What follows belongs to an exercise in optimizing a design on an open flow for a short achievable clock period and few clock cycles; a production flow would make more cautious choices. Only simulation tests tie the RTL to the original design; equivalence was not proved. Power and IR drop assume default switching activity.

Design cm3_engine, start of the top module:
module cm3_engine (
    input  wire        clk,
    input  wire        rst,           
    input  wire        start,         
    input  wire        bound_en,      
    input  wire [15:0] max_steps,     
    output wire        done,          
    output wire        halt_reason,   
    output wire [16:0] pc_out,
    output wire [14:0] executed,
    input  wire [4:0]  reg_sel,
    output wire [31:0] reg_rdata,
    output wire        mem_re,
    output wire        mem_we,
    output wire [15:0] mem_addr,
    output wire [7:0]  mem_wdata,
    input  wire [7:0]  mem_rdata
);
Size: about 7900 cells after synthesis, roughly 130 I/O pins, about 80000 sq um of cells after synthesis.
export LEC_CHECK = 0
export ABC_CLOCK_PERIOD_IN_PS = 5000
export CAP_MARGIN = 20
export CORE_MARGIN = 2
export CORE_UTILIZATION = 40
export SETUP_SLACK_MARGIN = 5
export SLEW_MARGIN = 20
create_clock -name core_clock -period 12.0 [get_ports {clk}]
run.sh (not shown) runs the stock make flow with config.mk's settings and CLKGATE_MAP_FILE= SYNTH_SCRIPT=/design/flow/synth_recipe.tcl, a recipe that flattens the netlist after the stock synthesis.
Testbench counts at the start, summed over its fixed seeds: cycles 46,167.
Then changed:
--- a/flow/design.v
+++ b/flow/design.v
@@ -14,19 +14,19 @@
     output wire        mem_we,
     output wire [15:0] mem_addr,
     output wire [7:0]  mem_wdata,
     input  wire [7:0]  mem_rdata
 );
     localparam OP_LOAD  = 6'h06;
     localparam OP_READ  = 6'h16;
     localparam OP_WRITE = 6'h1A;
     localparam OP_POW   = 6'h2A;
-    localparam NS = 5;           
+    localparam NS = 8;           
     localparam N  = 3 * NS;      
     reg        running;          
     reg        first;            
     reg        done_r;           
     reg        end_f;            
     reg        bnd_f;            
     reg [16:0] pc;               
     reg [15:0] steps;
     reg [14:0] exec_cnt;
@@ -107,18 +107,22 @@
     wire [25:0] pw_addr  = w[41:16];
     wire        base_ok  = (pw_addr[25:16] == 10'd0);
     wire [4:0]  a_sel  = (op == OP_READ) ? rd_ar : wr_ar;
     wire [31:0] a_val  = x[a_sel];
     wire [31:0] v_val  = x[w[10:6]];           
     wire [7:0]  a_off  = (op == OP_READ) ? rd_off : wr_off;
     wire [16:0] a_sum  = {1'b0, a_val[15:0]} + {9'd0, a_off};
     wire        a_ok   = (a_val[31:16] == 16'd0) && !a_sum[16];
     wire        e_ok   = (v_val[31:16] == 16'd0);
+    wire        e_z    = (v_val[15:0] == 16'd0);    
+    reg  [7:0]  m0;              
+    reg         ez_r;            
+    wire [7:0]  e_in   = ez_r ? m0 : mem_rdata;
     reg [4:0] emax;
     always @(*) begin
         if      (mem_rdata >= 8'd85) emax = 5'd4;
         else if (mem_rdata >= 8'd41) emax = 5'd5;
         else if (mem_rdata >= 8'd24) emax = 5'd6;
         else if (mem_rdata >= 8'd16) emax = 5'd7;
         else if (mem_rdata >= 8'd12) emax = 5'd8;
         else if (mem_rdata >= 8'd10) emax = 5'd9;
         else if (mem_rdata >= 8'd8)  emax = 5'd10;
@@ -167,20 +171,20 @@
                             d_re = (op == OP_READ) & a_ok;
                             d_we = (op == OP_WRITE) & a_ok;
                             d_addr = a_sum[15:0];
                             d_wdata = v_val[7:0];
                             ok_ld = 1'b1; ok_d = a_ok;
                             ph_n = 3'd1;
                         end
                     end else begin  
                         if (h_rdyp) begin
-                            d_bus = 1'b1;
-                            d_re = e_ok; d_addr = v_val[15:0];
+                            d_bus = e_ok & ~e_z;
+                            d_re = e_ok & ~e_z; d_addr = v_val[15:0];
                             ok_ld = 1'b1; ok_d = e_ok;
                             ph_n = 3'd1;
                         end
                     end
                 end
                 3'd1: begin
                     if (op == OP_READ) begin
                         if (!aok_r) begin
                             sh = 3'd3; rt_exec = 1'b1; ph_n = 3'd0;
@@ -200,43 +204,35 @@
                             ph_n = 3'd2;
                         end
                     end
                 end
                 3'd2: begin
                     if (op == OP_READ) begin
                         rf_we = 1'b1; rf_wa = rd_rd; rf_wd = {24'd0, mem_rdata};
                         sh = 3'd3; rt_exec = 1'b1; ph_n = 3'd0;
                     end else begin  
-                        if (mem_rdata == 8'd0) begin
-                            rf_we = 1'b1; rf_wa = pw_rd; rf_wd = 32'd1;
-                            sh = 3'd6; rt_exec = 1'b1; ph_n = 3'd0;
-                        end else if (!base_ok) begin
-                            rf_we = 1'b1; rf_wa = pw_rd; rf_wd = 32'd0;
-                            sh = 3'd6; rt_exec = 1'b1; ph_n = 3'd0;
-                        end else begin
-                            pe_ld = 1'b1; ph_n = 3'd3;
-                        end
+                        pe_ld = 1'b1; ph_n = 3'd3;
                     end
                 end
                 3'd3: begin  
-                    if (mem_rdata == 8'd0 || mem_rdata == 8'd1) begin
-                        rf_we = 1'b1; rf_wa = pw_rd; rf_wd = {31'd0, mem_rdata[0]};
+                    if (pe == 8'd0 || !base_ok) begin
+                        rf_we = 1'b1; rf_wa = pw_rd; rf_wd = {31'd0, (pe == 8'd0)};
                         sh = 3'd6; rt_exec = 1'b1; ph_n = 3'd0;
                     end else begin
                         loop_ld = 1'b1; ph_n = 3'd4;
                     end
                 end
                 default: begin  
                     if (!ploop) begin
                         rf_we = 1'b1; rf_wa = pw_rd; rf_wd = pres;
                         sh = 3'd6; rt_exec = 1'b1; ph_n = 3'd0;
-                    end else if (pcnt == 5'd1) begin
-                        rf_we = 1'b1; rf_wa = pw_rd; rf_wd = prod;
+                    end else if (pcnt == 5'd0) begin
+                        rf_we = 1'b1; rf_wa = pw_rd; rf_wd = acc;
                         sh = 3'd6; rt_exec = 1'b1; ph_n = 3'd0;
                     end
                 end
             endcase
         end
     end
     wire        f_go   = active && !d_bus && f_any;
     wire [16:0] f_addr = pc + {12'd0, f_idx};
     wire [16:0] sn_d   = {1'b0, baddr} - pc;
@@ -389,25 +385,34 @@
                 tb_oh  <= {N{1'b0}};
             end
             if (sh != 3'd0 && halt_n) begin
                 bre    <= 1'b0;
                 bwe    <= 1'b0;
                 baddr  <= 16'd0;
                 tb_oh  <= {N{1'b0}};
             end
             if (pe_ld)
-                pe <= mem_rdata;
+                pe <= e_in;
+            if (ok_ld)
+                ez_r <= e_z;
+            if (first)
+                m0 <= mem_rdata;
+            else if (snoop && baddr == 16'd0)
+                m0 <= bwdata;
             if (ok_ld)
                 aok_r <= ok_d;
             if (loop_ld) begin
                 acc   <= {24'd0, mem_rdata};
                 pb    <= mem_rdata;
                 pcnt  <= pe[4:0] - 5'd1;
-                ploop <= (pe != 8'd1) && (pe <= {3'd0, emax});
-                pres  <= (pe == 8'd1) ? {24'd0, mem_rdata} : 32'hFFFF_FFFF;
+                ploop <= (mem_rdata > 8'd1) && (pe != 8'd1) && (pe <= {3'd0, emax});
+                if (mem_rdata == 8'd0 || mem_rdata == 8'd1 || pe == 8'd1)
+                    pres <= {24'd0, mem_rdata};
+                else
+                    pres <= 32'hFFFF_FFFF;
             end else if (ph == 3'd4) begin
                 acc  <= prod;
                 pcnt <= pcnt - 5'd1;
             end
         end
     end
 endmodule
Outcome: Clock-buffer cell count increases by 27. Design area increases by 8.6%. Routed wire length increases by 4.4%. Global-route usage decreases by 2.0 points. Power increases by 4.9%. Setup slack gets better by 0.055 ns. Sequential power increases by 4.4%. Hold slack gets worse by 0.025 ns. Combinational power decreases by about 0.6%. Cell count increases by about 11%.
Testbench counts after the change, summed over its fixed seeds: cycles 44,347.

-- port drivers added, routing unchanged --
Ports are ideal in the flow. The routed layouts listed here were re-timed in OpenROAD.
Step 1 sets driving cells, clkbuf_16 on the clock port and buf_2 on the other inputs (assumed; they add their load-dependent delay and slew).
Step 2 adds t to the input delays and takes it off the output delays; t is the mean of the earliest and latest rising clock arrival at the registers after step 1. Input paths then give back, and output paths get back, about the clock's delay inside the block.
a / b / c = no drivers / after step 1 / after step 2; a / b = the first two.
run | shift t [ns] | setup slack, ns | hold slack, ns | cell pins on the clock port's net
the first run | 0.954 | 4.886 / 4.878 / 4.003 | 0.476 / 0.476 / 0.476 | 1
the second run | 0.963 | 4.941 / 4.901 / 4.205 | 0.451 / 0.451 / 0.451 | 1
After both steps every run listed still meets setup and hold. The setup slack of the first run, which loses most, moves by -0.008 ns with the drivers and by -0.883 ns with both steps.
